This design comes from an exercise in tuning for small area, a short achievable clock period and few clock cycles per item on the open sky130 flow, not from production work.
Where RTL was checked, it was by simulation tests only, not by an equivalence proof against the original.
For runs 3 to 5, only the layout was checked, not whether the RTL still works.

`flow/config.mk`:
```
export PLATFORM = sky130hd
export DESIGN_NAME = wfg_divcalc
export DESIGN_NICKNAME = wfg_divcalc
export VERILOG_FILES = /design/flow/design.v
export SDC_FILE = /design/flow/constraint.sdc
export NUM_CORES = 4
export LEC_CHECK = 0
export CAP_MARGIN = 20
export CORE_MARGIN = 2
export CORE_UTILIZATION = 40
export PLACE_DENSITY = 0.6
export SLEW_MARGIN = 20
```
`flow/constraint.sdc`:
```
create_clock -name core_clock -period 10.0 [get_ports {clk}]
set_input_delay 2.0000 -clock core_clock [delete_from_list [all_inputs] [get_ports {clk}]]
set_output_delay 2.0000 -clock core_clock [all_outputs]
set_load 0.01 [all_outputs]
```
`flow/design.v`:
```
module wfg_divcalc (
    input  wire        clk,
    input  wire        rst,         
    input  wire        start,       
    input  wire [31:0] sysclk_hz,   
    input  wire [31:0] freq,        
    input  wire [31:0] len,         
    output wire        ready,
    output reg         done,        
    output reg  [31:0] divider
);
    localparam [1:0] S_IDLE = 2'd0,
                     S_MUL  = 2'd1,
                     S_DIV  = 2'd2,
                     S_FIN  = 2'd3;
    localparam integer QBITS = 40;    
    reg [1:0]        state;
    reg [5:0]        count;
    reg [31:0]       f_r;
    reg [31:0]       l_r;
    reg [63:0]       d_r;             
    reg [63:0]       rem;             
    reg [QBITS-1:0]  quo;             
    wire [64:0] trial   = {rem, quo[QBITS-1]};
    wire [65:0] diff    = {1'b0, trial} - {2'b00, d_r};
    wire        q_bit   = ~diff[65];
    wire [63:0] rem_nxt = q_bit ? diff[63:0] : trial[63:0];
    assign ready = (state == S_IDLE);
    always @(posedge clk) begin
        if (rst) begin
            state <= S_IDLE;
            done  <= 1'b0;
        end else begin
            done <= 1'b0;
            case (state)
                S_IDLE: begin
                    if (start) begin
                        f_r   <= freq;
                        l_r   <= len;
                        quo   <= {sysclk_hz, 8'h00};
                        state <= S_MUL;
                    end
                end
                S_MUL: begin
                    d_r   <= f_r * l_r;
                    rem   <= 64'd0;
                    count <= 6'd39;
                    state <= S_DIV;
                end
                S_DIV: begin
                    rem <= rem_nxt;
                    quo <= {quo[QBITS-2:0], q_bit};
                    if (count == 6'd0)
                        state <= S_FIN;
                    else
                        count <= count - 6'd1;
                end
                S_FIN: begin
                    if (d_r == 64'd0)
                        divider <= 32'hFFFF_FF00;
                    else if (quo[QBITS-1:8] == 32'd0)
                        divider <= 32'h0001_0000;
                    else
                        divider <= {quo[23:0], 8'h00};
                    done  <= 1'b1;
                    state <= S_IDLE;
                end
                default: state <= S_IDLE;
            endcase
        end
    end
endmodule
```
`flow/run.sh`:
```
#!/bin/bash
# synth_recipe.tcl (not shown) runs the flow's synth.tcl, then flattens the netlist and writes it again
# the make line also repeats each setting of config.mk as NAME=value (left out here)
make -C /OpenROAD-flow-scripts/flow DESIGN_CONFIG=/design/flow/config.mk WORK_HOME=/design/flow/orfs CLKGATE_MAP_FILE= SYNTH_SCRIPT=/design/flow/synth_recipe.tcl finish
```
==> flow_results.org, run 1 <==
** Run status
- The flow ran to the end and the layout has no timing, DRC or antenna violations.

** Clock network
- Root cell of the clock tree :: sky130_fd_sc_hd__clkbuf_16
- Number of clock sinks seen by CTS :: 265
- The number of hold buffers added after CTS was 0.
- Clock slew at the register clock pins of the worst setup and hold paths :: 60 ps
- CTS buffer count :: 35
- Max Root-Sink Buffers :: 3
- TritonCTS built the clock tree.
- H-tree depth reported by CTS :: 2
- Clock network latency to the later pin of the worst-skew pair :: 630 ps
- Post-CTS timing repair inserted 0 buffers for setup.
- CTS-repair resized insts :: 0

** Worst hold path
- HP Start :: quo[0]$_SDFFCE_PN0P_
- Worst hold path stage count :: 1
- Hold/Removal Path Class :: flop to flop
- The worst hold path terminates at divider[8]$_SDFFCE_PP1P_.

** Die
- Die Area :: 0.1212 sq mm
- Die width :: 348.1 microns
- The die is 348.1 microns tall.
- Effective utilization at floorplan :: 40.22%
- Area of the core :: 0.1178 sq mm
- Num ports :: 133
- Count of standard-cell rows :: 126

** STA
- Derived from the worst setup path, the maximum achievable clock frequency is 114.0 MHz.
- Relative slew slack :: 25.11%
- The final critical path takes up 87.75% of the cycle.
- The count of final hold-check violations is 0.
- For the pin with the worst max-slew slack, the measured transition is 1123 ps.
- Setup repair after global routing missed its margin :: false
- Setup Total Neg Slack :: 0 ps
- Setup-violating endpoint count in the final report :: 0
- Skew final :: 37.78 ps
- Number of pins exceeding their max-slew limit in the final report :: 0
- Post-layout minimum cycle time :: 8775 ps

** Global route
- Final global-route overflow total :: 0
- Entering global routing, the biggest net connects 66 pins.
- Number of antenna violations at the first check in global routing :: 0
- The number of global-route vias before repair was 35,638.
- Global-route wire length before repair :: 206,000 microns
- Across every metal layer, demand over resource in global routing totals 21.83%.

** Place
- The HPWL after detailed placement is 103,500 microns.
- Number of buffer cells added on primary ports :: 124
- At the end of routability-driven placement, the weighted congestion stood at 0.9060.
- After detailed placement, the total cell area comes to 0.05015 sq mm.

** Layout
- Leaving out fill and tap cells, the most frequent cell in the layout is sky130_fd_sc_hd__inv_1.
- The post-route netlist has 4.594% of its cells at a drive strength greater than 1.
- Post-route cell area :: 0.05132 sq mm
- After the last flow step, the layout net total stands at 6,265.
- Area Growth Syn to Fin :: 8.347%
- In the layout the commonest cells are sky130_fd_sc_hd__inv_1, sky130_fd_sc_hd__fa_1, sky130_fd_sc_hd__nand2_1, sky130_fd_sc_hd__and2_1, sky130_fd_sc_hd__ha_1.
- The number of antenna diodes in the final layout is 0.
- Number of fill cells in the layout :: 11,315

** Setup path
- Required time at the worst-slack endpoint :: 10,340 ps
- Peak per-stage delay on the critical path :: 940 ps
- For the worst setup path, the data arrival time is 9110 ps.
- The worst register-to-register path ends at d_r[59]$_DFFE_PP_.
- For flop-to-flop paths, the worst setup slack is 1230 ps.
- The startpoint identified for the worst register-to-register timing path is f_r[18]$_DFFE_PP_.
- STA classifies the critical path startpoint as a flop.
- Of all nets on the critical path, the largest fanout is 17.
- Cell occurring most often along the worst timing path :: sky130_fd_sc_hd__fa_1
- For the worst flop-to-flop path, the logic depth is 24.
- The critical path in this run is classified as flop to flop.
- CP Cell Sequence :: buf_4 -> and2_1 -> fa_1 -> fa_1 -> inv_1 -> fa_1 -> fa_1 -> inv_1 -> fa_1 -> fa_1 -> fa_1 -> fa_1 -> ha_1 -> nand4_1 -> nor2_1 -> nand2_1 -> a2111oi_0 -> a211oi_1 -> buf_4 -> o21ai_1 -> a311oi_2 -> nor3_1 -> a21oi_1 -> xnor2_1
- Cell with the largest stage delay on the worst path :: sky130_fd_sc_hd__edfxtp_1
- Worst Setup End Kind :: flop

** Routing
- Across all layers, the routed design uses 33,698 vias.
- DR top layer :: met4
- Detailed-routing iteration count for the pre-antenna-repair pass :: 5
- Detailed routing placed a total of 59,100 microns of wire on met2.
- The detailed router put a total of 58,930 microns of wire on met1.
- In the routed design, unresolved DRC markers number 0.
- Routed Antenna Nets :: 0
- Using the TritonRoute via totals, the vias-per-cell ratio works out to 5.185.
- Violation count after the first detailed-routing iteration :: 2,670
- Routed len/inst :: 20.02 microns
- After detailed routing, the met3 layer carries 8834 microns of wire.
- The routed design has 130,100 microns of wire.

** Flow run
- Max Cap Violations :: 0

** Synth
- Yosys mapped the design onto 79 distinct sky130hd cell types.
- The synthesized netlist occupies a cell area of 0.04737 sq mm.
- In the synthesized netlist the dominant register cell turns out to be sky130_fd_sc_hd__edfxtp_1.
- Post-Syn Area per Cell :: 9.562 sq um
- For this run, the number of Yosys warnings is 1.
- Share of flip-flops with an asynchronous set or reset after synthesis :: 0%
- Cell count after synthesis :: 4,954
- #FFs+latches synth :: 265
- Share of the yosys chip area belonging to registers :: 16.74%
- In this run, synthesis inferred 262 flip-flops with an integrated enable.
[layout make-up]
type	instances	area, sq um	area share, %
Multi-Input combinational cell	3477	34870	67.95
Sequential cell	265	7928	15.45
Inverter	946	3551	6.919
Timing Repair Buffer	211	1948	3.796
Tap cell	1536	1922	3.745
Clock buffer	44	929.6	1.811
Clock inverter	20	172.7	0.3364
[cell usage after synthesis, drive strengths merged (6+ instances only)]
cell type	count	area share (%)
a41oi	6	0.11
nand3	39	0.41
xnor2	74	1.4
a211oi	26	0.43
xor2	44	0.81
a31oi	23	0.34
fa	897	38
o211ai	11	0.17
o21ai	85	0.90
a21o	73	1.2
nand4	30	0.40
ha	333	8.8
and2	610	8.1
nand2	626	5.0
and3	21	0.28
mux2	32	0.76
clkbuf	246	1.9
nand2b	9	0.12
or2	20	0.26
a21boi	6	0.095
buf	27	0.34
o31ai	10	0.18
nor2b	15	0.20
edfxtp	262	17
inv	945	7.5
nor3	28	0.31
a211o	6	0.11
nor4	30	0.40
o21a	6	0.095
o21bai	31	0.49
nor2	106	0.84
a21oi	203	2.2
[worst max-delay path by stage]
stage                                 start                 to  slack (ps)  cells after the start
after floorplan                         rst   f_r[0]$_DFFE_PP_        2530                      2
after global placement    f_r[18]$_DFFE_PP_  d_r[55]$_DFFE_PP_        1410                     24
after detailed placement  f_r[18]$_DFFE_PP_  d_r[59]$_DFFE_PP_        1310                     24
after CTS                 f_r[18]$_DFFE_PP_  d_r[59]$_DFFE_PP_        1270                     24
after global routing      f_r[18]$_DFFE_PP_  d_r[59]$_DFFE_PP_         890                     24
final                     f_r[18]$_DFFE_PP_  d_r[59]$_DFFE_PP_        1230                     24
[critical path, delay by kind of cell, from the launching register on]
family	cells	cell delay, ps
xor+xnor	1	150
buf+inv	4	720
compound gates	5	1110
flops	1	940
fa+ha+maj	9	4500
simple gates	5	1070
[flip-flops by register name, summed over array words and instances, names as in the netlist]
register,flops
state,2
rem,64
f_r,32
d_r,64
quo,40
done,1
l_r,32
count,6
divider,24
[stage by stage]
stage                     hold WS [ps]  worst slack [ps]  util [%]  std cells
after floorplan                  512.6              2530         -       4961
after CTS                        543.2              1274     43.52       6495
after detailed placement         526.9              1307     42.59       6431
after global routing             570.7             886.3     43.58       6499
final                            550.1              1225     43.58       6499
after global placement           523.5              1415     42.56       6429
[cell families (layout without fill, tap and decap cells)]
group	count (synthesis)	count (layout)	share of synthesized area (%)
flip-flops	265	265	16.74
buffers and inverters	1219	1221	9.784
adder cells (fa/ha/maj)	1230	1230	46.71
AND/OR/NAND/NOR	1558	1558	16.65
XOR/XNOR	118	118	2.182
AO/OA/AOI/OAI	527	527	7.092
other	1	8	0.007917
multiplexers	36	36	0.8453
[routing by layer]
layer	up-vias	track usage (%)
li1	15274	-
met1	17151	30.79
met2	1104	35.02
met3	169	3.405
met4	0	5.743
met5	-	0
Testbench counts, summed over its fixed seeds: cycles 44,040, items 1,024.
==> run 2, diff against run 1 <==
==> flow/design.v (replaced) <==
module wfg_divcalc (
    input  wire        clk,
    input  wire        rst,         
    input  wire        start,       
    input  wire [31:0] sysclk_hz,   
    input  wire [31:0] freq,        
    input  wire [31:0] len,         
    output wire        ready,
    output reg         done,        
    output wire [31:0] divider
);
    reg        idle;
    reg        mul;
    reg  [5:0] count;       
    reg [39:0] xq;          
    reg [31:0] r;           
    reg        fovf;        
    reg [31:0] l;           
    reg [31:0] d;           
    assign ready   = idle;
    assign divider = {xq[23:0], 8'h00};
    wire [32:0] acc     = {1'b0, d} + {1'b0, r};
    wire        add     = l[0];
    wire        ovf_nxt = add & (fovf | acc[32]);
    wire        mul_end = (l[31:1] == 31'd0);
    wire [32:0] trial   = {r, xq[39]};
    wire [33:0] diff    = {1'b0, trial} - {2'b00, d};
    wire        q_bit   = ~diff[33];
    wire [31:0] r_step  = q_bit ? diff[31:0] : trial[31:0];
    wire        skip    = ({r, xq[39:32]} < {8'h00, d}) && (count >= 6'd16 || count == 6'd8);
    wire        hi_zero = (xq[31:0] == 32'd0);    
    always @(posedge clk) begin
        if (rst) begin
            idle <= 1'b1;
            mul  <= 1'b0;
            done <= 1'b0;
        end else begin
            done <= 1'b0;
            if (idle) begin
                if (start) begin
                    idle <= 1'b0;
                    mul  <= 1'b1;
                end
            end else if (mul) begin
                if (ovf_nxt) begin
                    idle <= 1'b1;
                    mul  <= 1'b0;
                    done <= 1'b1;
                end else if (mul_end) begin
                    mul  <= 1'b0;
                end
            end else begin
                if ((count == 6'd8 && hi_zero) || (count == 6'd1 && !skip) || (count == 6'd8 && skip)) begin
                    idle <= 1'b1;
                    done <= 1'b1;
                end
            end
        end
    end
    always @(posedge clk) begin
        if (idle) begin
            xq    <= {sysclk_hz, 8'h00};
            r     <= freq;
            l     <= len;
            d     <= 32'd0;
            fovf  <= 1'b0;
            count <= 6'd40;
        end else if (mul) begin
            if (add) d <= acc[31:0];
            r    <= mul_end ? 32'd0 : {r[30:0], 1'b0};
            fovf <= fovf | r[31];
            l    <= {1'b0, l[31:1]};
            if (ovf_nxt) xq[23:0] <= 24'h000100;
        end else begin
            if (count == 6'd8 && hi_zero) begin
                xq[23:0] <= 24'h000100;
            end else if (skip) begin
                r     <= {r[23:0], xq[39:32]};
                xq    <= {xq[31:0], 8'h00};
                count <= count - 6'd8;
            end else begin
                r     <= r_step;
                xq    <= {xq[38:0], q_bit};
                count <= count - 6'd1;
            end
        end
    end
endmodule
==> run 2 against run 1 <==
Net effect: critical path type unchanged; clock skew decreased by 26 ps; core utilization increased by 4.5 points; critical endpoint is now xq[22]$_DFFE_PP_; non-clock buffer count decreased by 78; via count decreased by 72%; die area decreased by 76%; register-to-register slack improved by 4900 ps; synthesized cell count decreased by 76%; wire length decreased by 76%; largest cell class unchanged; worst setup slack improved by 4900 ps; clock-buffer cell count decreased by 27.
==> flow_results.org, run 2 <==
** Clock network
- The maximum number of buffers from clock root to sink came to 2 (was 3).
- The total clock buffers created by CTS came to 17 (was 35).
- The clock transition at the register clock pins on the worst setup and hold paths after CTS is 70 ps (was 60 ps).
- The count of cells resized by post-cts repair was 0 (unchanged).
- The number of buffers inserted for hold repair after clock tree synthesis came to 0 (unchanged).
- Number of buffers inserted to repair setup after CTS :: 0 (unchanged)
- The root cell of the clock tree was sky130_fd_sc_hd__clkbuf_16 (unchanged).
- The maximum level of the CTS H-tree is 4 (was 2).
- The clock sink total is 146 (was 265).
- Clock network latency to the later pin of the worst-skew pair :: 430 ps (was 630 ps)
- Clock tree from TritonCTS :: done (unchanged)

** Setup path
- The startpoint class of the critical path is a flop (unchanged).
- Worst path arrival time :: 3930 ps (was 9110 ps)
- The required time at the worst-slack endpoint came to 10,030 ps (was 10,340 ps).
- Largest fanout on the critical path :: 16 (was 17)
- Critical setup path kind :: flop to flop (unchanged)
- The endpoint kind of the worst setup timing path was a flop (unchanged).

** Run status
- Run status :: timing/DRC/antenna clean (unchanged)

** STA
- The total negative slack is 0 ps (unchanged).
- Post-layout minimum cycle time :: 3896 ps (was 8775 ps)
- Number of pins exceeding their max-slew limit in the final report :: 0 (unchanged)
- The slew at the pin with the worst max-slew slack was 812.3 ps (was 1123 ps).
- The final setup violation count was 0 (unchanged).
- Skew final :: 12.24 ps (was 37.78 ps)
- Setup repair after global routing missed its margin: false (unchanged).
- The highest clock rate came to 256.7 MHz (was 114.0 MHz).
- The relative max-transition margin was 45.85% (was 25.11%).
- The final cycle utilization of the critical path was 38.96% (was 87.75%).
- Final count of hold timing violations :: 0 (unchanged)

** Layout
- The number of standard cells in the final layout excluding fillers came to 1,642 (was 6,499).
- Number of fill cells in the layout :: 2,626 (was 11,315)
- Multi-input logic area :: 0.006549 sq mm (was 0.03487 sq mm)
- The register with the most flip-flops in the layout has 40 of them.
- The area overhead of the layout relative to synthesis was 17.49% (was 8.347%).
- Count of antenna diodes in the layout :: 0 (unchanged)
- Most frequent cells in the layout: sky130_fd_sc_hd__clkdlybuf4s50_1, sky130_fd_sc_hd__nand2_1, sky130_fd_sc_hd__a21oi_1, sky130_fd_sc_hd__ha_1, sky130_fd_sc_hd__o21ai_0 (was sky130_fd_sc_hd__inv_1, sky130_fd_sc_hd__fa_1, sky130_fd_sc_hd__nand2_1, sky130_fd_sc_hd__and2_1, sky130_fd_sc_hd__ha_1).
- The sequential cell area came to 0.003887 sq mm (was 0.007928 sq mm).
- The net count reported at finish came to 1,488 (was 6,265).
- Register ranked first by flip-flop count :: xq
- The most common cell after layout, fill and taps aside is sky130_fd_sc_hd__clkdlybuf4s50_1 (was sky130_fd_sc_hd__inv_1).
- The share of layout cells above drive strength 1 is 6.995% (was 4.594%).

** Synth
- The count of different cell masters after synthesis came to 77 (was 79).
- The most frequently used flop master after synthesis is sky130_fd_sc_hd__edfxtp_1 (unchanged).
- The fraction of registers with async set/reset came to 0% (unchanged).
- #FFs+latches synth :: 146 (was 265)
- Post-synth top area share :: 26.06% (was 37.91%)
- Largest cells by area after synthesis: sky130_fd_sc_hd__edfxtp_1, sky130_fd_sc_hd__ha_1, sky130_fd_sc_hd__dfxtp_1 (was sky130_fd_sc_hd__fa_1, sky130_fd_sc_hd__edfxtp_1, sky130_fd_sc_hd__ha_1).
- List of most frequent post-synthesis cells :: sky130_fd_sc_hd__nand2_1, sky130_fd_sc_hd__a21oi_1, sky130_fd_sc_hd__ha_1 (was sky130_fd_sc_hd__inv_1, sky130_fd_sc_hd__fa_1, sky130_fd_sc_hd__nand2_1)
- Number of flops mapped to enable cells by yosys :: 96 (was 262)
- Most used standard cell by instance count after synthesis :: sky130_fd_sc_hd__nand2_1 (was sky130_fd_sc_hd__inv_1)
- The post-synthesis average cell area came to 9.118 sq um (was 9.562 sq um).
- The sequential fraction of the synthesis area is 35.11% (was 16.74%).
- Combined area of all synthesized cells :: 0.01106 sq mm (was 0.04737 sq mm)
- The yosys synthesis warning count is 1 (unchanged).
- Cell count after synthesis :: 1,213 (was 4,954)
- Biggest area consumer among synthesized cells :: sky130_fd_sc_hd__edfxtp_1 (was sky130_fd_sc_hd__fa_1)

** Place
- Number of buffer cells added on primary ports :: 124 (unchanged)
- The number of placed instances with taps included came to 1,610 (was 6,431).
- The placer congestion estimate came to 0.9141 (was 0.9060).
- The sum of net half-perimeters after detailed placement came to 23,410 microns (was 103,500 microns).

** Routing
- Routed Antenna Nets :: 0 (unchanged)
- Violation count after the first detailed-routing iteration :: 903 (was 2,670)
- Via total after detailed routing :: 9,493 (was 33,698)
- The routed length per instance is 19.34 microns (was 20.02 microns).
- The via-per-instance ratio is 5.781 (was 5.185).
- The DRC violations left came to 0 (unchanged).
- The total wire length was 31,760 microns (was 130,100 microns).
- Detailed-routing iteration count for the pre-antenna-repair pass :: 9 (was 5)

** Die
- Area of the core :: 0.02703 sq mm (was 0.1178 sq mm)
- The effective utilization at floorplan was 40.93% (was 40.22%).
- Die width :: 170.3 microns (was 348.1 microns)
- The die height was 170.3 microns (was 348.1 microns).
- Num ports :: 133 (unchanged)
- Die Area :: 0.02900 sq mm (was 0.1212 sq mm)
- The row count is 60 (was 126).

** Global route
- The first-pass GRT wire length was 49,570 microns (was 206,000 microns).
- The total global routing overflow came to 0 (unchanged).
- The number of antenna violations at the first check in global routing is 0 (unchanged).
- The number of global-route vias before repair came to 9,002 (was 35,638).
- Overall routing resource usage :: 21.96% (was 21.83%)
- Maximum number of pins on one net before global-route repair :: 74 (was 66)

** Worst hold path
- The class of the most critical hold timing path is flop to flop (unchanged).

** Flow run
- The number of violations of the max-capacitance limit was 0 (unchanged).
[run 2: metrics by stage]
| stage | area (sq um) | worst slack (ps) | util [%] | hold WS [ps] |
|---|---|---|---|---|
| 2_1_floorplan | 11090 | 6783 | - | 438.3 |
| 3_3_place_gp | 12370 | 6136 | 45.78 | 452.2 |
| 3_5_place_dp | 12370 | 6097 | 45.78 | 464.8 |
| 4_1_cts | 12990 | 6077 | 48.05 | 481.4 |
| 5_1_grt | 13000 | 5837 | 48.08 | 506.1 |
| 6_report | 13000 | 6104 | 48.08 | 472.3 |
[run 2: layout make-up]
class	instances	share of cell area (%)
Clock buffer	17	3.274
Inverter	56	1.618
Multi-Input combinational cell	934	50.39
Timing Repair Buffer	133	10.07
Clock inverter	15	1.444
Tap cell	341	3.283
Sequential cell	146	29.92
[run 2: kinds of logic after synthesis]
logic type	Yosys count	share of synthesized area, %
multiplexers	72	6.889
adder cells (fa/ha/maj)	101	11.56
buffers and inverters	140	6.154
other	1	0.03390
AO/OA/AOI/OAI	384	22.55
AND/OR/NAND/NOR	315	13.43
flip-flops	146	35.11
XOR/XNOR	54	4.276
[run 2: final timing paths]
check / from / endpoint / slack (ps) / cells past startpoint
hold / removal: fovf$_SDFFE_PP0P_ / fovf$_SDFFE_PP0P_ / 470 / 2
setup / recovery: r[0]$_DFFE_PP_ / xq[22]$_DFFE_PP_ / 6100 / 11
setup reg to reg: r[0]$_DFFE_PP_ / xq[22]$_DFFE_PP_ / 6100 / 11
hold reg to reg: fovf$_SDFFE_PP0P_ / fovf$_SDFFE_PP0P_ / 470 / 2
[run 2: layer usage]
layer	global-route usage (%)	wire (microns)	part of all wire, %
met1	33.93	15880	50
met3	3.628	2341	7.4
met5	0	0	0
met4	5.054	389	1.2
met2	31.65	13150	41
[run 2: critical path, stage by stage (launching register included)]
cell and delay (ps):
sky130_fd_sc_hd__edfxtp_1 520, sky130_fd_sc_hd__ha_1 300, sky130_fd_sc_hd__fa_1 430, sky130_fd_sc_hd__a211oi_2 270
sky130_fd_sc_hd__o21bai_1 170, sky130_fd_sc_hd__a2111oi_2 420, sky130_fd_sc_hd__o21ai_1 200, sky130_fd_sc_hd__nand4b_1 130
sky130_fd_sc_hd__a31oi_1 200, sky130_fd_sc_hd__a31oi_1 230, sky130_fd_sc_hd__buf_4 200, sky130_fd_sc_hd__nand2b_1 400
Testbench counts of run 2, summed over its fixed seeds: cycles 30,625, items 1,024.
==> run 3, diff against run 2 <==
==> flow/design.v (replaced) <==
module wfg_divcalc (
    input  wire        clk,
    input  wire        rst,         
    input  wire        start,       
    input  wire [31:0] sysclk_hz,   
    input  wire [31:0] freq,        
    input  wire [31:0] len,         
    output wire        ready,
    output reg         done,        
    output wire [31:0] divider
);
    reg        idle;        
    reg        rdy;         
    reg        mul;
    reg  [5:0] count;       
    reg        nleft;       
    reg [31:0] xq;          
    reg [31:0] r;           
    reg        fovf;        
    reg        big;         
    reg [31:0] l;           
    reg [31:0] d;           
    assign ready   = rdy;
    assign divider = {xq[23:0], 8'h00};
    wire [31:0] sum;
    wire        sum_c;
    skl_add #(.W(32)) u_mul (.a(d), .b(r), .cin(1'b0), .s(sum), .cout(sum_c));
    wire        ovf_nxt = l[0] & (fovf | sum_c);
    wire        mul_end = (l[31:1] == 31'd0);
    wire        x1      = nleft & xq[31];
    wire [32:0] trial   = {r, x1};
    wire [32:0] diff;
    wire        q_bit;   
    skl_add #(.W(33)) u_div (.a(trial), .b(~{1'b0, d}), .cin(1'b1), .s(diff), .cout(q_bit));
    wire [31:0] r_step  = q_bit ? diff[31:0] : trial[31:0];
    wire  [7:0] x8      = nleft ? xq[31:24] : 8'h00;
    wire [31:0] lo8;
    wire        ge8;     
    skl_add #(.W(32)) u_cmp (.a({r[23:0], x8}), .b(~d), .cin(1'b1), .s(lo8), .cout(ge8));
    wire        skip    = ~ge8 && (r[31:24] == 8'd0) && (count >= 6'd16 || count == 6'd8);
    wire        hi_zero = (xq == 32'd0);    
    wire        clamp   = big | ((count == 6'd8) & hi_zero);
    wire  [5:0] cnt_m1  = count - 6'd1;
    wire  [5:0] cnt_m8  = count - 6'd8;
    wire  [5:0] cnt_nxt = skip ? cnt_m8 : cnt_m1;
    wire        last    = clamp | (count == 6'd1) | ((count == 6'd8) & skip);
    always @(posedge clk) begin
        if (rst) begin
            idle <= 1'b1;
            rdy  <= 1'b1;
            mul  <= 1'b0;
            done <= 1'b0;
        end else begin
            done <= 1'b0;
            rdy  <= 1'b0;
            if (idle) begin
                if (start) begin
                    idle <= 1'b0;
                    mul  <= 1'b1;
                end else begin
                    rdy  <= 1'b1;
                end
            end else if (mul) begin
                if (big) begin
                    idle <= 1'b1;
                    rdy  <= 1'b1;
                    mul  <= 1'b0;
                    done <= 1'b1;
                end else if (mul_end) begin
                    mul  <= 1'b0;
                end
            end else if (last) begin
                idle <= 1'b1;
                rdy  <= 1'b1;
                done <= 1'b1;
            end
        end
    end
    always @(posedge clk) begin
        if (idle) begin
            xq    <= sysclk_hz;
            r     <= freq;
            l     <= len;
            d     <= 32'd0;
            fovf  <= 1'b0;
            big   <= 1'b0;
            count <= 6'd40;
            nleft <= 1'b1;
        end else if (mul) begin
            r    <= mul_end ? 32'd0 : {r[30:0], 1'b0};
            l    <= {1'b0, l[31:1]};
            if (big) begin
                xq[23:0] <= 24'h000100;
            end else begin
                if (l[0]) d <= sum;
                fovf <= fovf | r[31];
                big  <= ovf_nxt;
            end
        end else begin
            r <= skip ? {r[23:0], x8} : r_step;
            l <= {1'b0, l[31:1]};
            if (clamp) begin
                xq[23:0] <= 24'h000100;
            end else begin
                count <= cnt_nxt;
                nleft <= skip ? (count > 6'd16) : (count > 6'd9);
                xq    <= skip ? {xq[23:0], 8'h00} : {xq[30:0], q_bit};
            end
        end
    end
endmodule
module skl_add #(parameter integer W = 32) (
    input  wire [W-1:0] a,
    input  wire [W-1:0] b,
    input  wire         cin,
    output wire [W-1:0] s,
    output wire         cout
);
    localparam integer N = W + 1;               
    localparam integer L = $clog2(N);
    wire [N-1:0] g [0:L];
    wire [N-1:0] p [0:L];
    assign g[0] = {a & b, cin};
    assign p[0] = {a ^ b, 1'b0};
    genvar k, i;
    generate
        for (k = 0; k < L; k = k + 1) begin : lvl
            for (i = 0; i < N; i = i + 1) begin : pos
                if ((i >> k) & 1) begin : comb
                    localparam integer J = ((i >> k) << k) - 1;
                    assign g[k+1][i] = g[k][i] | (p[k][i] & g[k][J]);
                    assign p[k+1][i] = p[k][i] & p[k][J];
                end else begin : pass
                    assign g[k+1][i] = g[k][i];
                    assign p[k+1][i] = p[k][i];
                end
            end
        end
    endgenerate
    assign s    = p[0][W:1] ^ g[L][W-1:0];
    assign cout = g[L][W];
endmodule
==> run 3 against run 2 <==
Net effect: still clean on timing, DRC and antenna; final cell count is 2.1% lower; fmax increased by 6.4%; sequential cell count fell by 6; critical path type is now flop to primary output; sequential share of layout area down 4.1 points; core utilization is 0.33 points higher; largest cell class unchanged; synthesized cell count down 2.3%; critical path depth is 10 lower.
==> flow_results.org, run 3 <==
** Clock network
- The total clock buffers created by CTS came to 17 (unchanged).
- The maximum level of the CTS H-tree came to 4 (unchanged).
- Root cell of the clock tree :: sky130_fd_sc_hd__clkbuf_16 (unchanged)
- Clock slew at the register clock pins of the worst setup and hold paths :: 70 ps (about the same)
- Max Root-Sink Buffers :: 2 (unchanged)
- Clock network latency to the later pin of the worst-skew pair :: 440 ps (was 430 ps)
- The clock sink total is 140 (was 146).
- Clock tree from TritonCTS :: done (unchanged)
- The number of buffers inserted for hold repair after clock tree synthesis was 0 (unchanged).
- CTS-repair resized insts :: 0 (unchanged)
- Number of buffers inserted to repair setup after CTS :: 0 (unchanged)

** Setup path
- Required time at the worst-slack endpoint :: 8000 ps (was 10,030 ps)
- The highest cell delay on the worst timing path came to 620 ps (was 520 ps).
- The worst reg-to-reg path cell count is 11 (unchanged).
- Worst Setup End Kind :: primary output (was flop)
- The startpoint class of the critical path was a flop (unchanged).
- The buffers plus inverters on the worst setup path is 1 (unchanged).
- The start-to-end type of the worst setup path was flop to primary output (was flop to flop).
- Cell with the largest stage delay on the worst path :: sky130_fd_sc_hd__clkdlybuf4s50_1 (was sky130_fd_sc_hd__edfxtp_1)
- Largest delay share family, worst path :: buffers and inverters (was compound AO/OA/AOI/OAI gates)
- CP Cell Sequence :: clkdlybuf4s50_1 (was ha_1 -> fa_1 -> a211oi_2 -> o21bai_1 -> a2111oi_2 -> o21ai_1 -> nand4b_1 -> a31oi_1 -> a31oi_1 -> buf_4 -> nand2b_1)
- Crit. path cell count :: 1 (was 11)
- The largest fanout of any net on the critical path was 31 (was 16).
- The data arrival at the endpoint of the critical path was 1660 ps (was 3930 ps).

** Synth
- The sequential fraction of the synthesis area is 30.74% (was 35.11%).
- Cell count after synthesis :: 1,185 (was 1,213)
- Most used standard cell by instance count after synthesis :: sky130_fd_sc_hd__nand2_1 (unchanged)
- The post-synthesis average cell area is 8.573 sq um (was 9.118 sq um).
- Number of distinct library cells after synthesis :: 83 (was 77)
- #FFs+latches synth :: 140 (was 146)
- The yosys synthesis warning count was 3 (was 1).
- Combined area of all synthesized cells :: 0.01016 sq mm (was 0.01106 sq mm)
- The count of flip-flops with a built-in enable after synthesis came to 32 (was 96).
- Largest cells by area after synthesis: sky130_fd_sc_hd__dfxtp_1, sky130_fd_sc_hd__ha_1, sky130_fd_sc_hd__edfxtp_1 (was sky130_fd_sc_hd__edfxtp_1, sky130_fd_sc_hd__ha_1, sky130_fd_sc_hd__dfxtp_1).
- List of most frequent post-synthesis cells: sky130_fd_sc_hd__nand2_1, sky130_fd_sc_hd__dfxtp_1, sky130_fd_sc_hd__a21oi_1 (was sky130_fd_sc_hd__nand2_1, sky130_fd_sc_hd__a21oi_1, sky130_fd_sc_hd__ha_1).
- The most frequently used flop master after synthesis is sky130_fd_sc_hd__dfxtp_1 (was sky130_fd_sc_hd__edfxtp_1).
- Share of flip-flops with an asynchronous set or reset after synthesis :: 0% (unchanged)
- Post-synth top area share :: 21.28% (was 26.06%)
- Biggest area consumer among synthesized cells :: sky130_fd_sc_hd__dfxtp_1 (was sky130_fd_sc_hd__edfxtp_1)

** Layout
- Number of fill cells in the layout :: 2,453 (was 2,626)
- The most common cell after layout, fill and taps aside is sky130_fd_sc_hd__nand2_1 (was sky130_fd_sc_hd__clkdlybuf4s50_1).
- Number of nets in the layout :: 1,470 (was 1,488)
- Count of antenna diodes in the layout :: 0 (unchanged)
- Area Growth Syn to Fin :: 19.31% (was 17.49%)
- The share of layout cells above drive strength 1 was 7.831% (was 6.995%).
- Post-route cell area :: 0.01212 sq mm (was 0.01300 sq mm)
- The post-route core utilization was 48.41% (was 48.08%).
- Most frequent cells in the layout :: sky130_fd_sc_hd__nand2_1, sky130_fd_sc_hd__clkdlybuf4s50_1, sky130_fd_sc_hd__dfxtp_1, sky130_fd_sc_hd__a21oi_1, sky130_fd_sc_hd__ha_1 (was sky130_fd_sc_hd__clkdlybuf4s50_1, sky130_fd_sc_hd__nand2_1, sky130_fd_sc_hd__a21oi_1, sky130_fd_sc_hd__ha_1, sky130_fd_sc_hd__o21ai_0)
- Non-Filler Instances :: 1,607 (was 1,642)

** Global route
- The pin count of the biggest net entering global routing is 72 (was 74).
- Overall routing resource usage :: 23.19% (was 21.96%)
- Global-route wire length before repair :: 47,920 microns (was 49,570 microns)
- Final global-route overflow total :: 0 (unchanged)
- The number of antenna violations at the first check in global routing was 0 (unchanged).
- Number of global-route vias before repair :: 8,889 (was 9,002)

** STA
- Relative slew slack :: 32.04% (was 45.85%)
- The count of final hold-check violations is 0 (unchanged).
- Fmax :: 273.1 MHz (was 256.7 MHz)
- Number of pins exceeding their max-slew limit in the final report :: 0 (unchanged)
- The setup skew after layout was 14.25 ps (was 12.24 ps).
- Setup-violating endpoint count in the final report :: 0 (unchanged)
- Worst setup margin :: 6338 ps (was 6104 ps)
- Setup repair after global routing missed its margin :: false (unchanged)
- Post-layout minimum cycle time :: 3662 ps (was 3896 ps)
- The total negative slack was 0 ps (unchanged).
- Post-route fraction of the period consumed by the critical path :: 36.62% (was 38.96%)
- The slew at the pin with the worst max-slew slack was 1017 ps (was 812.3 ps).

** Die
- Num ports :: 133 (unchanged)
- Area of the core :: 0.02504 sq mm (was 0.02703 sq mm)
- The row count was 58 (was 60).
- The die height was 163.4 microns (was 170.3 microns).
- Die width :: 163.4 microns (was 170.3 microns)
- Die Area :: 0.02669 sq mm (was 0.02900 sq mm)
- The effective utilization at floorplan came to 40.57% (was 40.93%).

** Routing
- Detailed-routing iteration count for the pre-antenna-repair pass :: 6 (was 9)
- Vias per std cell :: 5.640 (was 5.781)
- Via total after detailed routing :: 9,064 (was 9,493)
- The total wire length came to 30,240 microns (was 31,760 microns).
- Violation count after the first detailed-routing iteration :: 840 (was 903)
- The DRC violations left is 0 (unchanged).
- The routed length per instance was 18.81 microns (was 19.34 microns).
- Routed Antenna Nets :: 0 (unchanged)

** Place
- The worst-case setup slack after placement came to 6451 ps (was 6097 ps).
- Post-detail-place hpwl :: 22,010 microns (was 23,410 microns)
- Number of buffer cells added on primary ports :: 124 (unchanged)
- Placed Instances :: 1,575 (was 1,610)
- Total placed instance area :: 0.01150 sq mm (was 0.01237 sq mm)
- The placer congestion estimate was 0.8917 (was 0.9141).

** Run status
- Run status :: timing/DRC/antenna clean (unchanged)

** Flow run
- The number of violations of the max-capacitance limit is 0 (unchanged).

** Worst hold path
- Hold/Removal Path Class :: flop to flop (unchanged)
- The depth of the worst hold-timing path was 2 (unchanged).
run 3: changes by cell type after synthesis, moves of 11 or more:
cell / change
sky130_fd_sc_hd__a222oi_1: -18
sky130_fd_sc_hd__dfxtp_1: +58
sky130_fd_sc_hd__edfxtp_1: -64
sky130_fd_sc_hd__o21bai_1: -11
sky130_fd_sc_hd__a21o_1: -23
sky130_fd_sc_hd__nand2_1: +15
sky130_fd_sc_hd__o21ai_0: -26
sky130_fd_sc_hd__a211oi_1: -12
run 3: worst paths after layout:
path | startpoint | endpoint | slack [ps]
worst max-delay path | rdy$_SDFF_PP1_ | ready | 6340
worst min-delay path | fovf$_SDFFE_PP0P_ | fovf$_SDFFE_PP0P_ | 470
worst max register to register | nleft$_SDFFE_PP1P_ | r[13]$_DFF_P_ | 6400
worst min register to register | fovf$_SDFFE_PP0P_ | fovf$_SDFFE_PP0P_ | 470
run 3: cells by family (layout without fill, tap and decap cells):
kind of cell | count (synthesis) | in the layout | synth area share (%)
simple gates | 343 | 343 | 15.84
compound gates | 335 | 335 | 21.44
buf+inv | 141 | 226 | 6.565
flops | 140 | 140 | 30.74
fa+ha+maj | 107 | 107 | 13.84
mux | 73 | 73 | 7.649
xor+xnor | 45 | 45 | 3.880
other cells | 1 | 8 | 0.03691
run 3: area by class of cell:
class,count,area (sq um),share of cell area (%)
Clock buffer,17,425.4,3.510
Tap cell,330,412.9,3.407
Inverter,56,210.2,1.734
Sequential cell,140,3127,25.80
Timing Repair Buffer,138,1346,11.11
Multi-Input combinational cell,911,6400,52.80
Clock inverter,15,198.9,1.641
run 3: per-stage QoR:
step                      hold slack (ps)
after detailed placement            463.0
after global routing                489.1
after global placement              453.9
after CTS                           475.1
final                               468.6
after floorplan                     437.3
run 3: tightest hold or removal path: stages (launching register included):
cell,delay [ps]
sky130_fd_sc_hd__dfxtp_1,330
sky130_fd_sc_hd__a21oi_1,40
sky130_fd_sc_hd__nor2_1,70
run 3: layer usage:
metal | global-route usage (%) | up-vias | routed length, microns
met5 | 0 | - | 0
met4 | 9.091 | 0 | 953
met3 | 6.552 | 51 | 2244
met2 | 36.98 | 322 | 13670
met1 | 29.64 | 4234 | 13360
li1 | - | 4457 | -
==> run 4, diff against run 3 <==
--- a/flow/design.v
+++ b/flow/design.v
@@ -9,9 +9,9 @@
     output reg         done,        
     output wire [31:0] divider
 );
-    reg        idle;        
+    reg        mul;         
+    reg        div;         
     reg        rdy;         
-    reg        mul;
     reg  [5:0] count;       
     reg        nleft;       
     reg [31:0] xq;          
@@ -44,36 +44,38 @@
     wire  [5:0] cnt_m8  = count - 6'd8;
     wire  [5:0] cnt_nxt = skip ? cnt_m8 : cnt_m1;
     wire        last    = clamp | (count == 6'd1) | ((count == 6'd8) & skip);
+    wire idle = ~mul & ~div;
+    reg  mul_n, div_n, done_n;
+    always @* begin
+        mul_n  = mul;
+        div_n  = div;
+        done_n = 1'b0;
+        if (idle) begin
+            mul_n = start;
+        end else if (mul) begin
+            if (big) begin
+                mul_n  = 1'b0;
+                done_n = 1'b1;
+            end else if (mul_end) begin
+                mul_n  = 1'b0;
+                div_n  = 1'b1;
+            end
+        end else if (last) begin
+            div_n  = 1'b0;
+            done_n = 1'b1;
+        end
+    end
     always @(posedge clk) begin
         if (rst) begin
-            idle <= 1'b1;
+            mul  <= 1'b0;
+            div  <= 1'b0;
             rdy  <= 1'b1;
-            mul  <= 1'b0;
             done <= 1'b0;
         end else begin
-            done <= 1'b0;
-            rdy  <= 1'b0;
-            if (idle) begin
-                if (start) begin
-                    idle <= 1'b0;
-                    mul  <= 1'b1;
-                end else begin
-                    rdy  <= 1'b1;
-                end
-            end else if (mul) begin
-                if (big) begin
-                    idle <= 1'b1;
-                    rdy  <= 1'b1;
-                    mul  <= 1'b0;
-                    done <= 1'b1;
-                end else if (mul_end) begin
-                    mul  <= 1'b0;
-                end
-            end else if (last) begin
-                idle <= 1'b1;
-                rdy  <= 1'b1;
-                done <= 1'b1;
-            end
+            mul  <= mul_n;
+            div  <= div_n;
+            rdy  <= ~mul_n & ~div_n;
+            done <= done_n;
         end
     end
     always @(posedge clk) begin
--- a/flow/config.mk
+++ b/flow/config.mk
@@ -5,8 +5,8 @@
 export SDC_FILE = /design/flow/constraint.sdc
 export NUM_CORES = 4
 export LEC_CHECK = 0
-export CAP_MARGIN = 20
+export CAP_MARGIN = 60
 export CORE_MARGIN = 2
 export CORE_UTILIZATION = 40
 export PLACE_DENSITY = 0.6
-export SLEW_MARGIN = 20
+export SLEW_MARGIN = 80
==> run 4 against run 3 <==
Net effect: wire length grew 1.7%; still clean on timing, DRC and antenna; critical path type is now flop to flop; clock skew is 1.6 ps higher; final area rose by 4.6%; critical path depth up 14; via count up 2.4%; global-route usage grew 0.27 points; die area decreased by 1.5%; register-to-register slack worse by 150 ps; first-iteration DRC count increased by 1.8%; final cell count up 3.2%.
==> flow_results.org, run 4 <==
** STA
- Setup-violating endpoint count in the final report :: 0 (unchanged)
- Post-route fraction of the period consumed by the critical path :: 37.48% (was 36.62%)
- The number of pins with negative max-slew slack in the final report came to 0 (unchanged).
- Fmax :: 266.8 MHz (was 273.1 MHz)
- Skew final :: 15.85 ps (was 14.25 ps)
- Setup repair after global routing missed its margin :: false (unchanged)
- The count of final hold-check violations came to 0 (unchanged).
- Post-layout minimum cycle time :: 3748 ps (was 3662 ps)
- The total negative slack came to 0 ps (unchanged).

** Die
- Area of the core :: 0.02446 sq mm (was 0.02504 sq mm)
- The row count is 57 (was 58).
- Vertical die dimension :: 162.1 microns (was 163.4 microns)
- The area of the die came to 0.02627 sq mm (was 0.02669 sq mm).
- Effective utilization at floorplan :: 40.87% (was 40.57%)
- Num ports :: 133 (unchanged)
- The width of the die came to 162.1 microns (was 163.4 microns).

** Clock network
- The number of buffers inserted for hold repair after clock tree synthesis was 0 (unchanged).
- The root cell of the clock tree was sky130_fd_sc_hd__clkbuf_16 (unchanged).
- Number of buffers inserted to repair setup after CTS :: 0 (unchanged)
- Clock slew at the register clock pins of the worst setup and hold paths :: 80 ps (was 70 ps)
- Clock tree from TritonCTS :: done (unchanged)
- Max Root-Sink Buffers :: 2 (unchanged)
- The clock sink total was 141 (was 140).
- H-tree depth reported by CTS :: 4 (unchanged)
- The clock latency on the worst-skew pair was 440 ps (about the same).
- The total clock buffers created by CTS was 17 (unchanged).
- CTS-repair resized insts :: 0 (unchanged)

** Synth
- The synthesized area is 0.009997 sq mm (was 0.01016 sq mm).
- The fraction of post-synthesis cell area in the top cell type by area was 21.83% (was 21.28%).
- Largest cells by area after synthesis: sky130_fd_sc_hd__dfxtp_1, sky130_fd_sc_hd__ha_1, sky130_fd_sc_hd__edfxtp_1 (unchanged).
- The count of different cell masters after synthesis came to 76 (was 83).
- List of most frequent post-synthesis cells :: sky130_fd_sc_hd__nand2_1, sky130_fd_sc_hd__dfxtp_1, sky130_fd_sc_hd__ha_1 (was sky130_fd_sc_hd__nand2_1, sky130_fd_sc_hd__dfxtp_1, sky130_fd_sc_hd__a21oi_1)
- The cell type with the largest total area after synthesis is sky130_fd_sc_hd__dfxtp_1 (unchanged).
- Share of the yosys chip area belonging to registers :: 31.44% (was 30.74%)
- The yosys synthesis warning count is 3 (unchanged).
- #FFs+latches synth :: 141 (was 140)
- The synthesized netlist cell count came to 1,207 (was 1,185).
- The most common cell in the synthesized netlist is sky130_fd_sc_hd__nand2_1 (unchanged).
- The most frequently used flop master after synthesis was sky130_fd_sc_hd__dfxtp_1 (unchanged).
- Share of flip-flops with an asynchronous set or reset after synthesis :: 0% (unchanged)
- Post-Syn Area per Cell :: 8.283 sq um (was 8.573 sq um)
- Number of flops mapped to enable cells by yosys :: 32 (unchanged)

** Layout
- Most frequent cells in the layout :: sky130_fd_sc_hd__nand2_1, sky130_fd_sc_hd__clkdlybuf4s50_1, sky130_fd_sc_hd__ha_1, sky130_fd_sc_hd__dfxtp_1, sky130_fd_sc_hd__a21oi_1 (was sky130_fd_sc_hd__nand2_1, sky130_fd_sc_hd__clkdlybuf4s50_1, sky130_fd_sc_hd__dfxtp_1, sky130_fd_sc_hd__a21oi_1, sky130_fd_sc_hd__ha_1)
- The area overhead of the layout relative to synthesis came to 26.81% (was 19.31%).
- Post-route cell area :: 0.01268 sq mm (was 0.01212 sq mm)
- The share of layout cells above drive strength 1 is 13.05% (was 7.831%).
- The net count reported at finish came to 1,526 (was 1,470).
- Number of fill cells in the layout :: 2,327 (was 2,453)
- Non-Filler Instances :: 1,658 (was 1,607)
- The most common cell after layout, fill and taps aside is sky130_fd_sc_hd__nand2_1 (unchanged).

** Global route
- The number of global-route vias before repair came to 8,992 (was 8,889).
- The overall track demand over capacity in global routing is 23.47% (was 23.19%).
- The number of antenna violations at the first check in global routing came to 1 (was 0).
- The pin count of the biggest net entering global routing came to 35 (was 72).
- Global-route wire length before repair :: 48,670 microns (was 47,920 microns)
- Final global-route overflow total :: 0 (unchanged)

** Place
- The sum of net half-perimeters after detailed placement came to 23,500 microns (was 22,010 microns).
- Placed Instances :: 1,617 (was 1,575)
- Number of buffer cells added on primary ports :: 124 (unchanged)
- The placer congestion estimate was 0.8877 (was 0.8917).
- Total placed instance area :: 0.01180 sq mm (was 0.01150 sq mm)

** Routing
- The iteration-0 DRC count of the detailed router came to 855 (was 840).
- The first-pass iteration count of the detailed router came to 5 (was 6).
- Via total after detailed routing :: 9,286 (was 9,064)
- Routed len/inst :: 18.54 microns (was 18.81 microns)
- The via-per-instance ratio came to 5.601 (was 5.640).
- The DRC violations left is 0 (unchanged).
- Routed wire length :: 30,750 microns (was 30,240 microns)
- Routed Antenna Nets :: 0 (unchanged)

** Setup path
- Worst path arrival time :: 4100 ps (was 1660 ps)
- The launch point of the worst reg-to-reg path was d[16]$_SDFFE_PP0P_ (was nleft$_SDFFE_PP1P_).
- Crit Reg-Reg Endpoint :: r[0]$_DFF_P_ (was r[13]$_DFF_P_)
- Required time at the worst-slack endpoint :: 10,350 ps (was 8000 ps)
- Worst-case register-to-register setup slack :: 6250 ps (was 6400 ps)
- The startpoint class of the critical path was a flop (unchanged).
- Largest fanout on the critical path :: 9 (was 31)
- The startpoint of the worst setup timing path was d[16]$_SDFFE_PP0P_ (was rdy$_SDFF_PP1_).
- Critical setup path kind :: flop to flop (was flop to primary output)
- Worst Setup End Kind :: flop (was primary output)
- The worst reg-to-reg path cell count came to 15 (was 11).

** Worst hold path
- The endpoint of the worst hold path is l[2]$_DFF_P_ (was fovf$_SDFFE_PP0P_).
- HP Start :: l[3]$_DFF_P_ (was fovf$_SDFFE_PP0P_)
- Worst hold path stage count :: 2 (unchanged)
- The class of the most critical hold timing path was flop to flop (unchanged).

** Flow run
- The number of violations of the max-capacitance limit was 0 (unchanged).

** Run status
- Run status :: timing/DRC/antenna clean (unchanged)
==> run 4: changes by cell type in the layout (fill, tap and decap cells not counted), sizes merged, moves of 8 or more <==
cell    previous run  this run
nand2            133       208
mux2              37         6
nor2              84        59
buf               14        38
a21oi            105        85
o21ai             80        98
inv               60        73
a222oi             0        12
o22ai             11         0
o221ai            10         0
a21o              12        20
==> run 4: through the flow <==
step	util [%]	setup WS, ps	hold WS [ps]
2_1_floorplan	-	6972	413.7
3_3_place_gp	45.94	6050	429.5
3_5_place_dp	48.23	6328	433.9
4_1_cts	50.78	6285	445.1
5_1_grt	51.82	6083	465.3
6_report	51.82	6252	436.7
==> run 4: final cells by class <==
cell class / count / area, sq um / share of cell area, %
antenna: 1 / 2.502 / 0.01974
clock buffer: 17 / 425.4 / 3.356
clock inverter: 15 / 197.7 / 1.559
inverter: 68 / 260.3 / 2.053
multi-input combinational: 921 / 6535 / 51.55
sequential: 141 / 3176 / 25.05
tap: 324 / 405.4 / 3.198
timing repair buffer: 171 / 1675 / 13.22
==> run 4: how the worst max path moves through the flow <==
stage,endpoint
2_1_floorplan,d[31]$_SDFFE_PP0P_
3_3_place_gp,r[15]$_DFF_P_
3_5_place_dp,xq[8]$_DFFE_PP_
4_1_cts,xq[8]$_DFFE_PP_
5_1_grt,r[0]$_DFF_P_
6_report,r[0]$_DFF_P_
==> run 4: cell families after synthesis <==
logic type               after synthesis  synth area share (%)
AND/OR/NAND/NOR                      401                 18.36
adder cells (fa/ha/maj)              107                 14.07
AO/OA/AOI/OAI                        325                 21.14
buffers and inverters                152                 7.397
XOR/XNOR                              42                 3.680
multiplexers                          38                 3.880
flip-flops                           141                 31.44
other                                  1               0.03751
==> run 4: critical path, stage by stage (launching register included) <==
cell	delay, ps
sky130_fd_sc_hd__dfxtp_1	370
sky130_fd_sc_hd__inv_1	90
sky130_fd_sc_hd__ha_1	330
sky130_fd_sc_hd__a21oi_1	170
sky130_fd_sc_hd__clkdlybuf4s50_1	560
sky130_fd_sc_hd__o211ai_1	120
sky130_fd_sc_hd__a31oi_2	260
sky130_fd_sc_hd__nor2_1	100
sky130_fd_sc_hd__a2111oi_4	240
sky130_fd_sc_hd__buf_1	180
sky130_fd_sc_hd__a21oi_4	100
sky130_fd_sc_hd__buf_4	180
sky130_fd_sc_hd__nor2_2	200
sky130_fd_sc_hd__buf_4	270
sky130_fd_sc_hd__mux2_2	360
sky130_fd_sc_hd__o21ai_0	130
==> run 4: layer usage <==
layer	up-vias	track usage [%]	part of all wire [%]
met5	-	0	0
met4	0	7.321	2.1
met3	45	3.677	5.2
met2	294	38.34	47
met1	4399	31.93	45
li1	4548	-	-
==> run 5, diff against run 4 <==
==> flow/config.mk (replaced) <==
export PLATFORM = sky130hd
export DESIGN_NAME = wfg_divcalc
export DESIGN_NICKNAME = wfg_divcalc
export VERILOG_FILES = /design/flow/design.v
export SDC_FILE = /design/flow/constraint.sdc
export NUM_CORES = 4
export LEC_CHECK = 0
export CAP_MARGIN = 20
export CORE_MARGIN = 2
export CORE_UTILIZATION = 65
export PLACE_DENSITY = 0.75
export SLEW_MARGIN = 20
==> run 5 against run 4 <==
Net effect: still clean; final cell count shrank 11%; synthesized cell count is the same; via count up 0.67%; largest cell class unchanged.
==> flow_results.org, run 5 <==
** Setup path
- Peak per-stage delay on the critical path :: 940 ps (was 560 ps)
- The largest fanout of any net on the critical path came to 24 (was 9).
- The start-to-end type of the worst setup path was flop to flop (unchanged).
- The cell at the slowest stage of the critical path is sky130_fd_sc_hd__or2_1 (was sky130_fd_sc_hd__clkdlybuf4s50_1).
- The required time at the worst-slack endpoint is 10,330 ps (was 10,350 ps).
- The buffers plus inverters on the worst setup path was 0 (was 5).
- CP Cell Sequence: nand2_1 -> ha_1 -> nor2b_1 -> o31ai_1 -> a211oi_2 -> a21oi_2 -> or3_4 -> a21oi_2 -> or2_1 -> a211oi_1 -> o31ai_1 (was inv_1 -> ha_1 -> a21oi_1 -> clkdlybuf4s50_1 -> o211ai_1 -> a31oi_2 -> nor2_1 -> a2111oi_4 -> buf_1 -> a21oi_4 -> buf_4 -> nor2_2 -> buf_4 -> mux2_2 -> o21ai_0).
- Worst path arrival time :: 4470 ps (was 4100 ps)
- Startpoint of the lowest-slack register-to-register path :: nleft$_SDFFE_PP1P_ (was d[16]$_SDFFE_PP0P_)
- Worst Setup End Kind :: flop (unchanged)
- Worst-case register-to-register setup slack :: 5860 ps (was 6250 ps)
- Launch point of the worst path :: nleft$_SDFFE_PP1P_ (was d[16]$_SDFFE_PP0P_)
- Largest delay share family, worst path :: simple AND/OR/NAND/NOR gates (was buffers and inverters)
- Kind of start point of the critical path :: flop (unchanged)

** Place
- Number of buffer cells added on primary ports :: 124 (unchanged)
- Total placed instance area :: 0.01106 sq mm (was 0.01180 sq mm)
- Post-detail-place hpwl :: 20,430 microns (was 23,500 microns)
- Weighted congestion at the end of routability-driven global placement :: 0.9700 (was 0.8877)

** Clock network
- H-tree depth reported by CTS :: 4 (unchanged)
- CTS buffer count :: 17 (unchanged)
- Clock network latency to the later pin of the worst-skew pair :: 430 ps (was 440 ps)
- The root cell of the clock tree is sky130_fd_sc_hd__clkbuf_16 (unchanged).
- The maximum number of buffers from clock root to sink came to 2 (unchanged).
- Clock tree from TritonCTS :: done (unchanged)
- CTS-repair resized insts :: 0 (unchanged)
- The clock transition at the register clock pins on the worst setup and hold paths after CTS was 70 ps (was 80 ps).
- Number of buffers inserted to repair setup after CTS :: 0 (unchanged)
- The number of buffers inserted for hold repair after clock tree synthesis came to 0 (unchanged).
- The clock sink total came to 141 (unchanged).

** STA
- The number of pins with negative max-slew slack in the final report was 0 (unchanged).
- Setup-violating endpoint count in the final report :: 0 (unchanged)
- In this run the tightest slew margin relative to its limit is 24.54%.
- The setup skew after layout came to 10.96 ps (was 15.85 ps).
- Post-layout minimum cycle time :: 4143 ps (was 3748 ps)
- The count of final hold-check violations came to 0 (unchanged).
- Tightest hold margin :: 440.2 ps (was 436.7 ps)
- Slew at the pin closest to its max-slew limit :: 1132 ps
- Fmax :: 241.4 MHz (was 266.8 MHz)
- Setup Total Neg Slack :: 0 ps (unchanged)
- The final cycle utilization of the critical path came to 41.43% (was 37.48%).
- Setup repair after global routing missed its margin :: false (unchanged)

** Layout
- Most frequent cells in the layout :: sky130_fd_sc_hd__nand2_1, sky130_fd_sc_hd__clkdlybuf4s50_1, sky130_fd_sc_hd__dfxtp_1, sky130_fd_sc_hd__ha_1, sky130_fd_sc_hd__a21oi_1 (was sky130_fd_sc_hd__nand2_1, sky130_fd_sc_hd__clkdlybuf4s50_1, sky130_fd_sc_hd__ha_1, sky130_fd_sc_hd__dfxtp_1, sky130_fd_sc_hd__a21oi_1)
- Post-route cell area :: 0.01168 sq mm (was 0.01268 sq mm)
- Fraction of final layout cells with drive strength greater than 1 :: 5.035% (was 13.05%)
- Count of antenna diodes in the layout :: 0 (was 1)
- The net count reported at finish is 1,484 (was 1,526).
- Area Growth Syn to Fin :: 16.86% (was 26.81%)
- Most common library cell in the layout ignoring fill and taps :: sky130_fd_sc_hd__nand2_1 (unchanged)

** Global route
- Number of antenna violations at the first check in global routing :: 0 (was 1)
- Number of global-route vias before repair :: 8,820 (was 8,992)
- The total global routing overflow was 0 (unchanged).
- The first-pass GRT wire length was 44,570 microns (was 48,670 microns).
- The pin count of the biggest net entering global routing was 100 (was 35).
- Overall routing resource usage :: 34.69% (was 23.47%)

** Die
- Die width :: 128.0 microns (was 162.1 microns)
- Die Area :: 0.01639 sq mm (was 0.02627 sq mm)
- Num ports :: 133 (unchanged)
- Vertical die dimension :: 128.0 microns (was 162.1 microns)
- Area of the core :: 0.01509 sq mm (was 0.02446 sq mm)
- Count of standard-cell rows :: 45 (was 57)
- The effective utilization at floorplan came to 66.25% (was 40.87%).

** Worst hold path
- HP Start :: l[12]$_DFF_P_ (was l[3]$_DFF_P_)
- The class of the most critical hold timing path was flop to flop (unchanged).

** Synth
- Synth warnings :: 3 (unchanged)
- The fraction of registers with async set/reset is 0% (unchanged).
- Largest cells by area after synthesis :: sky130_fd_sc_hd__dfxtp_1, sky130_fd_sc_hd__ha_1, sky130_fd_sc_hd__edfxtp_1 (unchanged)
- Most used standard cell by instance count after synthesis :: sky130_fd_sc_hd__nand2_1 (unchanged)
- Number of distinct library cells after synthesis :: 76 (unchanged)
- The synthesized netlist cell count came to 1,207 (unchanged).
- Share of the yosys chip area belonging to registers :: 31.44% (unchanged)
- The synthesized area is 0.009997 sq mm (unchanged).
- The most frequently used flop master after synthesis is sky130_fd_sc_hd__dfxtp_1 (unchanged).
- #FFs+latches synth :: 141 (unchanged)
- The cell type with the largest total area after synthesis is sky130_fd_sc_hd__dfxtp_1 (unchanged).
- The post-synthesis average cell area came to 8.283 sq um (unchanged).
- List of most frequent post-synthesis cells: sky130_fd_sc_hd__nand2_1, sky130_fd_sc_hd__dfxtp_1, sky130_fd_sc_hd__ha_1 (unchanged).
- The count of flip-flops with a built-in enable after synthesis is 32 (unchanged).
- Post-synth top area share :: 21.83% (unchanged)

** Routing
- Vias per std cell :: 6.320 (was 5.601)
- Via total after detailed routing :: 9,348 (was 9,286)
- The routed length per instance was 19.24 microns (was 18.54 microns).
- The antenna violation net count after detailed routing came to 0 (unchanged).
- DRC errors left :: 0 (unchanged)
- Routed wire length :: 28,460 microns (was 30,750 microns)
- The iteration-0 DRC count of the detailed router is 967 (was 855).
- Detailed-routing iteration count for the pre-antenna-repair pass :: 8 (was 5)

** Run status
- Run status: timing/DRC/antenna clean (unchanged).

** Flow run
- The number of violations of the max-capacitance limit was 0 (unchanged).
## run 5: worst paths after layout
kind	endpoint	cells past startpoint
max reg2reg	r[4]$_DFF_P_	11
min reg2reg	l[11]$_DFF_P_	2
min	l[11]$_DFF_P_	2
max	r[4]$_DFF_P_	11
## run 5: cells by family after synthesis
| group | synth area share (%) |
|---|---|
| flops | 31.44 |
| fa+ha+maj | 14.07 |
| compound gates | 21.14 |
| buf+inv | 7.397 |
| xor+xnor | 3.680 |
| other cells | 0.03751 |
| mux | 3.880 |
| simple gates | 18.36 |
## run 5: worst min-delay path: stages (launching register included)
cell,delay (ps)
sky130_fd_sc_hd__dfxtp_1,310
sky130_fd_sc_hd__nand2_1,50
sky130_fd_sc_hd__nand2_1,40
## run 5: through the flow
step / instances / setup WS (ps) / util [%]
6_report: 1479 / 5857 / 77.42
3_5_place_dp: 1447 / 6042 / 73.30
4_1_cts: 1479 / 5989 / 77.40
5_1_grt: 1479 / 5562 / 77.42
2_1_floorplan: 1214 / 6972 / -
3_3_place_gp: 1447 / 6085 / 73.30
## run 5: area by class of cell
type | count | area [sq um]
repair buffers | 129 | 1279
flip-flops and latches | 141 | 3143
clock inverters | 12 | 118.9
fillers | 1159 | 3407
inverters | 68 | 255.2
clock buffers | 20 | 500.5
multi-input cells | 921 | 6151
well taps | 188 | 235.2
## run 5: per-layer routing
metal  vias up  global-route usage, %  share of wire [%]
li1       4448                      -                  -
met4         0                  10.86                2.7
met1      4343                  48.76                 43
met5         -                      0                  0
met3        70                  7.972                9.8
met2       487                  53.26                 44
==> run 6, diff against run 5 <==
--- a/flow/design.v
+++ b/flow/design.v
@@ -119,7 +119,7 @@
     output wire         cout
 );
     localparam integer N = W + 1;               
-    localparam integer L = $clog2(N);
+    localparam integer L = (N <= 2) ? 1 : (N <= 4) ? 2 : (N <= 8) ? 3 : (N <= 16) ? 4 : (N <= 32) ? 5 : 6;
     wire [N-1:0] g [0:L];
     wire [N-1:0] p [0:L];
     assign g[0] = {a & b, cin};
--- a/flow/config.mk
+++ b/flow/config.mk
@@ -7,6 +7,6 @@
 export LEC_CHECK = 0
 export CAP_MARGIN = 20
 export CORE_MARGIN = 2
-export CORE_UTILIZATION = 65
-export PLACE_DENSITY = 0.75
+export CORE_UTILIZATION = 40
+export PLACE_DENSITY = 0.6
 export SLEW_MARGIN = 20
==> run 6 against run 5 <==
Net effect: sequential cell count did not move; final cell count rose by 9.3%; critical endpoint is now big$_SDFFE_PP0P_; highest routed layer unchanged.
==> flow_results.org, run 6 <==
** Layout
- The share of layout cells above drive strength 1 came to 5.108% (was 5.035%).
- The post-route core utilization is 48.51% (was 77.42%).
- The count of inserted antenna diode cells is 0 (unchanged).
- Non-Filler Instances :: 1,616 (was 1,479)

** STA
- Slew at the pin closest to its max-slew limit :: 1115 ps (was 1132 ps)

** Synth
- Leading register cell type out of synthesis :: sky130_fd_sc_hd__dfxtp_1 (unchanged)
- The sequential fraction of the synthesis area is 31.44% (unchanged).
- The synthesized area came to 0.009997 sq mm (unchanged).
- #FFs+latches synth :: 141 (unchanged)
- Largest cells by area after synthesis :: sky130_fd_sc_hd__dfxtp_1, sky130_fd_sc_hd__ha_1, sky130_fd_sc_hd__edfxtp_1 (unchanged)

** Setup path
- Cell with the largest stage delay on the worst path :: sky130_fd_sc_hd__a221o_1 (was sky130_fd_sc_hd__or2_1)
- Kind of start point of the critical path :: flop (unchanged)
- Worst-case register-to-register setup slack :: 6170 ps (was 5860 ps)
- The highest cell delay on the worst timing path is 560 ps (was 940 ps).
- Startpoint of the lowest-slack register-to-register path :: r[1]$_DFF_P_ (was nleft$_SDFFE_PP1P_)

** Clock network
- Clock tree from TritonCTS :: done (unchanged)
- The setup fix buffers added after clock tree synthesis came to 0 (unchanged).
- The number of buffers inserted for hold repair after clock tree synthesis is 0 (unchanged).
- The count of cells resized by post-cts repair was 0 (unchanged).

** Routing
- The met2 wirelength from detailed routing was 14,400 microns (was 12,610 microns).
- The top layer used by detailed routing is met4 (unchanged).
- Routed length on met3 :: 1452 microns (was 2778 microns)
- M1 WL :: 13,940 microns (was 12,310 microns)
- The first-pass iteration count of the detailed router is 8 (unchanged).
- Via total after detailed routing :: 9,082 (was 9,348)

** Place
- The placer congestion estimate was 0.8877 (was 0.9700).
- Placed Instances :: 1,584 (was 1,447)
- The sum of net half-perimeters after detailed placement is 22,520 microns (was 20,430 microns).

** Global route
- The pin count of the biggest net entering global routing is 100 (unchanged).
- Number of global-route vias before repair :: 8,725 (was 8,820)

** Die
- Die Area :: 0.02627 sq mm (was 0.01639 sq mm)
- Die width :: 162.1 microns (was 128.0 microns)

** Run status
- Run status: timing/DRC/antenna clean (unchanged).
## run 6: cell type report
type                            instances  area [sq um]  area share [%]
Inverter                               68         255.2           2.151
Clock buffer                           19         475.5           4.007
Tap cell                              324         405.4           3.416
Multi-Input combinational cell        921          6148           51.81
Timing Repair Buffer                  130          1286           10.84
Sequential cell                       141          3143           26.49
Clock inverter                         13         152.6           1.286
## run 6: worst max path at each step
stage | from | to | depth (start not counted)
global placement | d[1]$_SDFFE_PP0P_ | r[15]$_DFF_P_ | 11
floorplan | r[5]$_DFF_P_ | d[31]$_SDFFE_PP0P_ | 13
CTS | nleft$_SDFFE_PP1P_ | r[15]$_DFF_P_ | 11
finish | r[1]$_DFF_P_ | big$_SDFFE_PP0P_ | 13
global route | r[14]$_DFF_P_ | r[23]$_DFF_P_ | 9
detailed placement | nleft$_SDFFE_PP1P_ | r[15]$_DFF_P_ | 11
## run 6: logic make-up after synthesis
kind of cell             Yosys count  synth area share, %
AO/OA/AOI/OAI                    325                21.14
XOR/XNOR                          42                3.680
adder cells (fa/ha/maj)          107                14.07
buffers and inverters            152                7.397
flip-flops                       141                31.44
multiplexers                      38                3.880
other                              1              0.03751
AND/OR/NAND/NOR                  401                18.36
## run 6: through the flow
stage	hold slack, ps	worst slack, ps	instance area (sq um)
finish	442.3	6168	11870
global route	452.7	5904	11870
CTS	444.3	5887	11870
detailed placement	433.9	5927	11240
global placement	429.5	6050	11240
floorplan	413.7	6972	10020
## run 6: critical path: cells and delay by family, from the launching register on
family | cells | cell delay, ps
fa+ha+maj | 2 | 720
flops | 1 | 520
compound gates | 7 | 1950
simple gates | 4 | 530
## run 6: layer usage
layer  vias to the layer above  track usage [%]
met5                         -                0
met4                         0            6.476
met3                        40            3.371
met2                       266            38.05
met1                      4319            31.62
li1                       4457                -
Testbench counts of run 6, summed over its fixed seeds: cycles 30,693, items 1,024.

re-timing with driven ports:
In the flow no input, the clock included, has a driving cell. The finished layouts below were timed again as built, in two steps. Step 1 (the two cells are an assumption about what drives the block):
set clk [get_ports {clk}]
set_driving_cell -lib_cell sky130_fd_sc_hd__clkbuf_16 $clk
set_driving_cell -lib_cell sky130_fd_sc_hd__buf_2 [delete_from_list [all_inputs] $clk]
Step 2 moves the port delays by t, midway between the first and last clock arrival at a register: inputs arrive t later, outputs are due t later. That takes back most of the time a late clock gives input paths. Three values: ideal ports, drivers, drivers and shift; two values: the first two.
run | t (ns) | slack for setup (ns) | hold WS [ns] | worst setup path at the end | pins driven straight from the clock port
run 1 | 0.683 | 1.225 / 1.225 / 1.225 | 0.550 / 0.550 / 0.550 | register to register | 1
run 2 | 0.472 | 6.104 / 6.104 / 6.104 | 0.472 / 0.472 / 0.472 | register to register | 1
run 3 | 0.485 | 6.338 / 6.286 / 6.398 | 0.469 / 0.469 / 0.469 | register to register | 1
run 4 | 0.481 | 6.252 / 6.252 / 6.252 | 0.437 / 0.437 / 0.437 | register to register | 1
run 5 | 0.475 | 5.857 / 5.857 / 5.857 | 0.440 / 0.440 / 0.440 | register to register | 1
run 6 | 0.476 | 6.168 / 6.168 / 6.168 | 0.442 / 0.442 / 0.442 | register to register | 1
After both steps setup and hold are still met in every run listed.
